From an optimization exercise on the open Yosys and OpenROAD flow, aimed at small area, a short achievable clock period and few clock cycles per item; shortcuts taken in it are not production practice. In this exercise RTL edits were held to simulation tests only and were not proved equivalent to the original. Power and IR drop assume default switching activity.

==> design.v <==
module irlib2_codec (
  input  wire        clk,
  input  wire        rst,
  input  wire        cmd_valid,
  input  wire [63:0] cmd_word,
  output wire        cmd_ready,
  input  wire [3:0]  rd_addr,
  output wire [31:0] rd_data,
  input  wire        cap_we,
  input  wire [15:0] cap_idx,
  input  wire        cap_level,
  input  wire [15:0] cap_dur,
  output wire        tok_valid,
  output wire        tok_level,
  output wire [15:0] tok_dur,
  input  wire        tok_ready
);
  localparam [15:0] ZERO_MIN = 16'd300;
  localparam [15:0] ZERO_MAX = 16'd500;
  localparam [15:0] ONE_MIN  = 16'd600;
  localparam [15:0] ONE_MAX  = 16'd1000;
  localparam [15:0] HDR_MIN  = 16'd1200;
  localparam [15:0] HDR_MAX  = 16'd2000;
  localparam [7:0] SEED_DEFAULT = 8'hAE;
  localparam [7:0] FIXED_MARKER = 8'hAA;
  localparam [3:0] CK_OFFSET    = 4'hD;
  function [3:0] checksum;
    input [3:0] t;
    input [3:0] w;
    begin
      checksum = CK_OFFSET + t + w;
    end
  endfunction
  wire [3:0] op = cmd_word[63:60];
  wire hi_zero  = (cmd_word[59:40] == 20'd0);
  wire mid_zero = (cmd_word[39:16] == 24'd0);
  wire is_nop     = (op == 4'h0) && hi_zero && mid_zero && (cmd_word[15:0] == 16'd0);
  wire is_enc_tw  = (op == 4'h1) && hi_zero && mid_zero;
  wire is_enc_raw = (op == 4'h2) && hi_zero;
  wire is_dec     = (op == 4'h3) && hi_zero && mid_zero;
  wire is_cksum   = (op == 4'h4) && hi_zero && mid_zero;
  wire is_legal   = is_nop | is_enc_tw | is_enc_raw | is_dec | is_cksum;
  wire is_enc     = is_enc_tw | is_enc_raw;
  wire [3:0] ck_cmd = checksum(cmd_word[11:8], cmd_word[3:0]);
  reg enc_busy;
  irlib2_ready u_ready (
    .cmd_hi   (cmd_word[63:16]),
    .enc_busy (enc_busy),
    .cmd_ready(cmd_ready)
  );
  wire accept_enc = cmd_valid && is_enc && !enc_busy;
  wire accept_dec = cmd_valid && is_dec;
  wire accept_ck  = cmd_valid && is_cksum;
  wire accept_ill = cmd_valid && !is_legal;
  reg [3:0] ck_res;
  reg       cmd_err;
  always @(posedge clk) begin
    if (rst) begin
      ck_res  <= 4'd0;
      cmd_err <= 1'b0;
    end else begin
      if (accept_ck)
        ck_res <= ck_cmd;
      if (accept_ill)
        cmd_err <= 1'b1;
    end
  end
  wire cls0   = (cap_dur >= ZERO_MIN) && (cap_dur <= ZERO_MAX);
  wire cls1   = (cap_dur >= ONE_MIN)  && (cap_dur <= ONE_MAX);
  wire hdr_in = cap_level && (cap_dur >= HDR_MIN) && (cap_dur <= HDR_MAX);
  wire band   = cls0 | cls1;
  wire good_p0 = !cap_level && band;
  wire good_p1 =  cap_level && band;
  wire e0_p0   = !cap_level && !cls0;
  wire e0_p1   =  cap_level && !cls0;
  wire cap_wr = cap_we && (cap_idx[15:6] == 10'd0);
  reg        hdr_ok;
  reg [40:1] c_good;
  reg [40:1] c_e0;
  always @(posedge clk) begin
    if (cap_wr && cap_idx[5:0] == 6'd0)
      hdr_ok <= hdr_in;
  end
  genvar j;
  generate
    for (j = 1; j <= 40; j = j + 1) begin : g_cap
      always @(posedge clk) begin
        if (cap_wr && cap_idx[5:0] == j) begin
          c_good[j] <= ((j - 1) % 2) ? good_p1 : good_p0;
          c_e0[j]   <= ((j - 1) % 2) ? e0_p1   : e0_p0;
        end
      end
    end
  endgenerate
  wire all_good = &c_good;
  wire [4:0] grp_bad;
  wire [2:0] loc_idx [0:4];
  wire [4:0] loc_amb;
  generate
    for (j = 0; j < 5; j = j + 1) begin : g_grp
      wire [7:0] gg = c_good[8*j+8:8*j+1];
      wire [7:0] ge = c_e0[8*j+8:8*j+1];
      assign grp_bad[j] = !(&gg);
      assign loc_idx[j] = !gg[0] ? 3'd0 : !gg[1] ? 3'd1 : !gg[2] ? 3'd2 : !gg[3] ? 3'd3 :
                          !gg[4] ? 3'd4 : !gg[5] ? 3'd5 : !gg[6] ? 3'd6 : 3'd7;
      assign loc_amb[j] = !gg[0] ? ge[0] : !gg[1] ? ge[1] : !gg[2] ? ge[2] : !gg[3] ? ge[3] :
                          !gg[4] ? ge[4] : !gg[5] ? ge[5] : !gg[6] ? ge[6] : ge[7];
    end
  endgenerate
  wire [2:0] f_grp = grp_bad[0] ? 3'd0 : grp_bad[1] ? 3'd1 : grp_bad[2] ? 3'd2 :
                     grp_bad[3] ? 3'd3 : grp_bad[4] ? 3'd4 : 3'd5;
  wire [5:0] f_idx = {f_grp, f_grp == 3'd5 ? 3'd0 : loc_idx[f_grp]};
  wire       f_amb = loc_amb[f_grp];
  wire [15:0] n_field  = cmd_word[15:0];
  wire        n_big    = (n_field[15:6] != 10'd0);
  wire        hdr_fail = !hdr_ok || (!n_big && n_field[5:0] == 6'd0);
  wire [5:0]  m_slots  = n_field[5:0] - 6'd1;
  wire        m_le_f   = !n_big && (m_slots <= f_idx);
  wire        miss     = m_le_f && (m_slots != 6'd40);
  wire [1:0] err_nx   = hdr_fail ? 2'd1 :
                        miss     ? 2'd2 :
                        all_good ? 2'd0 : {1'b1, f_amb};
  wire [5:0] slots_nx = hdr_fail ? 6'd0 :
                        m_le_f   ? m_slots : f_idx;    
  wire [39:0] frame_nx;
  generate
    for (j = 0; j < 40; j = j + 1) begin : g_frame
      assign frame_nx[39 - j] = c_e0[j + 1];
    end
  endgenerate
  wire        ok_nx   = (err_nx == 2'd0);
  wire [7:0]  res_lo  = ok_nx ? frame_nx[7:0] : {err_nx, slots_nx};
  reg        dec_done;
  reg        dec_ok;
  reg [39:0] dec_res;
  always @(posedge clk) begin
    if (rst) begin
      dec_done <= 1'b0;
      dec_ok   <= 1'b0;
    end else if (accept_dec) begin
      dec_done <= 1'b1;
      dec_ok   <= ok_nx;
    end
  end
  always @(posedge clk) begin
    if (accept_dec)
      dec_res <= {frame_nx[39:8], res_lo};
  end
  wire        dec_fail  = dec_done && !dec_ok;
  wire [1:0]  err_rd    = dec_fail ? dec_res[7:6] : 2'd0;
  wire [5:0]  slots_rd  = dec_ok ? 6'd40 : dec_fail ? dec_res[5:0] : 6'd0;
  wire [39:0] dec_frame = dec_res;
  wire       ckmm    = dec_ok && (dec_frame[3:0] != checksum(dec_frame[19:16], dec_frame[11:8]));
  reg [5:0]  enc_d;
  reg [39:0] enc_fr;
  reg        enc_tw;
  wire tw = (op == 4'h1);
  always @(posedge clk) begin
    if (!enc_busy) begin
      enc_fr <= {cmd_word[39:20], cmd_word[19:16] | (ck_cmd & {4{tw}}), cmd_word[15:0]};
      enc_tw <= tw;
    end
  end
  always @(posedge clk) begin
    if (rst) begin
      enc_busy <= 1'b0;
    end else if (accept_enc) begin
      enc_busy <= 1'b1;
    end else if (tok_ready && enc_busy && enc_d == 6'd0) begin
      enc_busy <= 1'b0;
    end
  end
  localparam [15:0] TW_TOP = {SEED_DEFAULT, FIXED_MARKER};
  wire [5:0] nb     = enc_d - 6'd2;
  wire [5:0] fr_idx = enc_tw ? nb - 6'd8 : nb;
  wire       fr_bit = enc_fr[fr_idx];
  wire [5:0] nb_top = nb - 6'd24;
  wire       tw_bit = (nb >= 6'd24) ? TW_TOP[nb_top[3:0]] :
                      (nb >= 6'd8)  ? fr_bit :
                      (nb >= 6'd4)  ? 1'b0 : enc_fr[{4'b0100, nb[1:0]}];
  wire       nx_bit = enc_tw ? tw_bit : fr_bit;
  reg        slot_bit;
  always @(posedge clk) begin
    if (!enc_busy) begin
      enc_d <= 6'd41;
    end else if (tok_ready) begin
      enc_d    <= enc_d - 6'd1;
      slot_bit <= nx_bit;
    end
  end
  wire is_hdr = (enc_d == 6'd41);
  wire is_trl = (enc_d == 6'd0);
  assign tok_valid = enc_busy;
  assign tok_level = enc_d[0];
  assign tok_dur   = is_hdr ? 16'd1600 :
                     is_trl ? 16'd1000 :
                     slot_bit ? 16'd800 : 16'd400;
  wire [31:0] status = {24'd0, cmd_err, ckmm, err_rd, dec_ok, dec_done, 1'b0, enc_busy};
  irlib2_rdmux u_rdmux (
    .rd_addr  (rd_addr),
    .status   (status[7:0]),
    .dec_ok   (dec_ok),
    .dec_frame(dec_frame),
    .slots_rd (slots_rd),
    .ck_res   (ck_res),
    .rd_data  (rd_data)
  );
endmodule
module irlib2_ready (
  input  wire [63:16] cmd_hi,
  input  wire         enc_busy,
  output wire         cmd_ready
);
  wire [3:0] op       = cmd_hi[63:60];
  wire       hi_zero  = (cmd_hi[59:40] == 20'd0);
  wire       mid_zero = (cmd_hi[39:16] == 24'd0);
  wire       is_enc   = hi_zero && ((op == 4'h2) || (op == 4'h1 && mid_zero));
  assign cmd_ready = !(is_enc && enc_busy);
endmodule
module irlib2_rdmux (
  input  wire [3:0]  rd_addr,
  input  wire [7:0]  status,
  input  wire        dec_ok,
  input  wire [39:0] dec_frame,
  input  wire [5:0]  slots_rd,
  input  wire [3:0]  ck_res,
  output reg  [31:0] rd_data
);
  always @(*) begin
    case (rd_addr)
      4'h0:    rd_data = {24'd0, status};
      4'h1:    rd_data = dec_ok ? dec_frame[31:0] : 32'd0;
      4'h2:    rd_data = {24'd0, dec_ok ? dec_frame[39:32] : 8'd0};
      4'h3:    rd_data = {24'd0, 2'b00, dec_ok, 1'b0, dec_ok, 3'b000};
      4'h4:    rd_data = {31'd0, dec_ok};
      4'h5:    rd_data = {26'd0, slots_rd};
      4'h6:    rd_data = {28'd0, ck_res};
      default: rd_data = 32'd0;
    endcase
  end
endmodule
==> flow/run.sh <==
#!/bin/bash
# Layout flow: the standard ORFS flow (standard.sh, with the standard
# synthesis unchanged) run with different layout settings:
#  - every port still gets a buffer, but the smallest one (buf_1); timing
#    repair upsizes the ones on critical paths,
#  - a denser core (62% utilisation),
#  - a 5.0 ns setup margin for timing repair, so it works towards a 5 ns period,
#  - clock tree of clkbuf_8 buffers without dummy balancing loads,
#  - no gate cloning during timing repair,
#  - global placement at a target density of 0.75.
# ORFS writes each tool's full log under orfs/logs/; the make output goes to
# standard.log.
set -euo pipefail
bash standard.sh \
  BUFFER_PORTS_ARGS="-buffer_cell sky130_fd_sc_hd__buf_1" \
  CORE_UTILIZATION=62 \
  SETUP_SLACK_MARGIN=5.0 \
  CTS_ARGS="-sink_clustering_enable -repair_clock_nets -dont_use_dummy_load -sink_clustering_size 24 -sink_clustering_max_diameter 60 -buf_list sky130_fd_sc_hd__clkbuf_8" \
  SKIP_GATE_CLONING=1 \
  PLACE_DENSITY=0.85 \
  finish > standard.log 2>&1
==> standard.sh <==
#!/bin/bash
# synth_recipe.tcl (not shown) runs the flow's synth.tcl, then flattens the netlist and writes it again
# the make line also repeats each setting of config.mk as NAME=value (left out here)
make -C /OpenROAD-flow-scripts/flow DESIGN_CONFIG=/design/flow/config.mk WORK_HOME=/design/flow/orfs CLKGATE_MAP_FILE= SYNTH_SCRIPT=/design/flow/synth_recipe.tcl "${@:-finish}"
==> config.mk <==
export PLATFORM = sky130hd
export DESIGN_NAME = irlib2_codec
export DESIGN_NICKNAME = irlib2_codec
export VERILOG_FILES = /design/flow/design.v
export SDC_FILE = /design/flow/constraint.sdc
export NUM_CORES = 4
export LEC_CHECK = 0
export CAP_MARGIN = 20
export CORE_MARGIN = 2
export CORE_UTILIZATION = 40
export SLEW_MARGIN = 20
export SYNTH_HIERARCHICAL = 1
==> constraint.sdc <==
create_clock -name core_clock -period 10.0 [get_ports {clk}]
set_input_delay 2.0000 -clock core_clock [delete_from_list [all_inputs] [get_ports {clk}]]
set_output_delay 2.0000 -clock core_clock [all_outputs]
set_load 0.01 [all_outputs]
==> results.txt <==
==> synth_stat cells (6+ instances only) <==
cell type,instances
edfxtp_1,163
nor2_1,88
inv_1,45
nand2_1,45
o21ai_0,38
a21oi_1,37
and2_1,35
nand3_1,28
nor4_1,26
ha_1,25
nor2b_1,16
dfxtp_1,14
mux2i_1,14
nand2b_1,14
xnor2_1,14
a21o_1,13
nand4_1,13
clkbuf_1,11
nor3_1,11
a31oi_1,10
buf_4,10
mux4_2,10
a211oi_1,9
and3_1,9
o211ai_1,8
xor2_1,8
a22oi_1,7
or3_1,7
nand3b_1,6
==> logic make-up (layout without fill, tap and decap cells) <==
group                    after synthesis  after routing
XOR/XNOR                              22             22
adder cells (fa/ha/maj)               27             27
AO/OA/AOI/OAI                        155            155
buffers and inverters                 75            220
multiplexers                          26             26
AND/OR/NAND/NOR                      329            329
other                                  1              9
flip-flops                           177            177
==> where the power goes <==
part / internal, mW / switching (mW)
clock network: 0.150 / 0.211
registers: 0.810 / 0.00280
logic: 0.0363 / 0.0537
total: 0.996 / 0.267
==> critical path: cells and delay by family <==
family,cells,cell delay [ns]
AO/OA/AOI/OAI,2,0.43
multiplexers,1,0.33
buffers and inverters,2,0.25
==> worst min-delay path by stage <==
stage | from | slack, ns | to | depth (start not counted)
global placement | c_e0[29] | 0.43 | dec_res[11] | 0
floorplan | c_e0[29] | 0.42 | dec_res[11] | 0
CTS | c_e0[2] | 0.44 | dec_res[38] | 0
detailed placement | c_e0[2] | 0.43 | dec_res[38] | 0
global route | c_e0[2] | 0.46 | dec_res[38] | 0
finish | c_e0[2] | 0.44 | dec_res[38] | 0
==> layout make-up <==
class | instances | area, um^2 | share of cell area [%]
clock buffers | 17 | 234.0 | 2.242
well taps | 184 | 230.2 | 2.206
inverters | 46 | 172.7 | 1.654
flip-flops and latches | 177 | 5175 | 49.59
multi-input cells | 568 | 3886 | 37.24
repair buffers | 157 | 738.2 | 7.073
==> metal layers <==
metal	track usage (%)	wire [um]
met5	0	0
met2	44.40	10390
met3	4.682	2168
met1	36.79	8803
met4	7.886	393
==> flip-flops by register name, indices dropped and copies added, names as in the netlist <==
signal    cells
dec_done      1
c_good       40
dec_res      40
hdr_ok        1
enc_busy      1
slot_bit      1
enc_d         6
dec_ok        1
enc_tw        1
c_e0         40
cmd_err       1
enc_fr       40
ck_res        4
==> metrics by stage <==
stage	std cells	setup WS, ns	hold WS, ns	cell area [um^2]
finish	1149	4.989	0.4442	10440
global route	1149	4.956	0.4631	10440
CTS	1148	5.007	0.4438	10330
detailed placement	1126	4.385	0.4346	9947
global placement	1126	4.530	0.4342	9947
floorplan	820	5.082	0.4180	9305
==> modules after synthesis (local to each module, per instance) <==
module        flip-flops and latches  cells inside  area [um^2]
irlib2_ready                       0            19        146.4
irlib2_codec                     177           714         8599
irlib2_rdmux                       0            79        529.3
==> repair_timing <==
item / CTS / global route
buffers inserted: 5 / 1
gates cloned: 0 / 0
resized for setup: 32 / 38
pin swaps: 7 / 11
endpoints found under the setup margin: 33 / 20
==> results.cfg <==
[worst_setup_path]
rrSetupSlack_ns = 5.49
start_kind = input port
rr_worst_depth = 13
timing.rr.start = c_good[2]
crit_fanout = 11
critPathArrivalTime_ns = 3.01
critPathLaunch = rd_addr[0]
crit_type = in -> out
end_kind = primary output
r2r-end = dec_res[2]
path_cells = buf_12, mux2_2, a22o_1, a211o_1, buf_2
slowest_stage = mux2_2
required_ns = 8.00
crit_path_end = rd_data[0]
cpPeakStageDelay_ns = 0.33

[drt]
wl_mm = 21.75
first_iter_violations = 879
drc = 0
post_drt_wl_per_cell_um = 18.93
drt_pre_antenna_iters = 6
ant_nets = 0
vias = 7252
via_per_inst = 6.312

[finish]
final_layout_size_suffix_gt1_share_pct = 8.808
layout_common_cells = edfxtp_1, buf_1, nor2_1
layout_commonest_cell = edfxtp_1
antenna_cells = 0
n_fill_cell = 1020
area_growth_syn_to_layout_pct = 12.52
fin_nets = 1100
post-route-util_pct = 71.54

[global_route]
antenna_found_initial = 0
grt_pass1_vias = 6708
grt_usage_pct = 26.76
grt_pass1_wl_mm = 33.18
overflow = 0
grt_max_degree = 41

[timing]
fmax_mhz = 199.6
relSlewSlack_pct = 35.97
tightestPinTransition_ns = 0.9561
rsz0062_at_grt = yes
slew_viol_final = 0
period_needed_ns = 5.011
setup_violations = 0
final.setup.tns_ns = 0
finalHoldViolCount = 0
period_share_pct = 50.11
final.setup_skew_ns = 0.01990

[floorplanning]
initial_utilization_pct = 63.58
die_area_um2 = 15950
die_w_um = 126.3
ioPinCount = 157
fp.coreArea_um2 = 14590
std_cell_rows = 44
die_y_um = 126.3

[synthesis]
synth_mux_area_share_pct = 4.182
synth_top_family_by_area = simple AND/OR/NAND/NOR gates
synth_area_um2 = 9275
ys_seq_elements = 177
synth-xor-area-share_pct = 2.077
synth_top_area_cell = edfxtp_1
synth.top_cells.by_area = edfxtp_1, nor2_1, ha_1
synth_edf_count = 163
synth_warnings = 8
netlist-cell-type-count = 73
ys_seq_area_share_pct = 55.79
syn_area_per_cell_um2 = 11.42
netlist.area_leader.share_pct = 52.77
synth-simple-area-share_pct = 19.43
synth_cells = 812
yosys.area_share.adder_pct = 3.804
synthFlopType = edfxtp_1
synthArstFlopShare_pct = 0
synth_compound_area_share_pct = 10.94

[clock_tree]
path_clk_slew_ns = 0.07
hold_buffers = 0
htreeDepth = 4
clk_path_buf_depth = 2
cts-buffers-inserted = 17
cts_tree = done
clock_sinks = 177
clk_latency_ns = 0.47
cts-root-buf = clkbuf_8

[run]
maxCapViolCount = 0

[hold_path]
hp-class = reg -> reg

[placement]
dpl.hpwl_mm = 15.54
port_buffers = 148
place_congestion = 0.9036

[status]
run_status = complete, no violations

[power_and_ir_drop]
power_mw = 1.264
power.static_leakage_nw = 3.749
power_density_nw_per_um2 = 121.1
ir_worst_vdd_v = 0.0001054
Testbench counts, summed over its fixed seeds: cycles 15,389, frames 410.

## static timing again, ports no longer ideal
No port has a modelled driver above. Below, the same layout with a new extraction and two added sets of constraints. Step 1 assumes that a clkbuf_16 drives the clock port and a buf_2 every other input. Step 2 moves the port delays by t, midway between the first and last clock arrival at a register: inputs arrive t later, outputs are due t later. That takes back most of the time a late clock gives input paths. Three values: ideal ports, drivers, drivers and shift; two values: the first two.
t (ns): 0.499
setup slack, ns: 4.989 / 4.923 / 4.755
worst setup path after step 2: input to register
worst data-port slew with drivers (ns): 0.06
pins driven straight from the clock port: 1
After both steps this run still meets setup and hold. For this run, drivers alone change the setup slack by -0.066 ns; drivers and shift together by -0.234 ns.
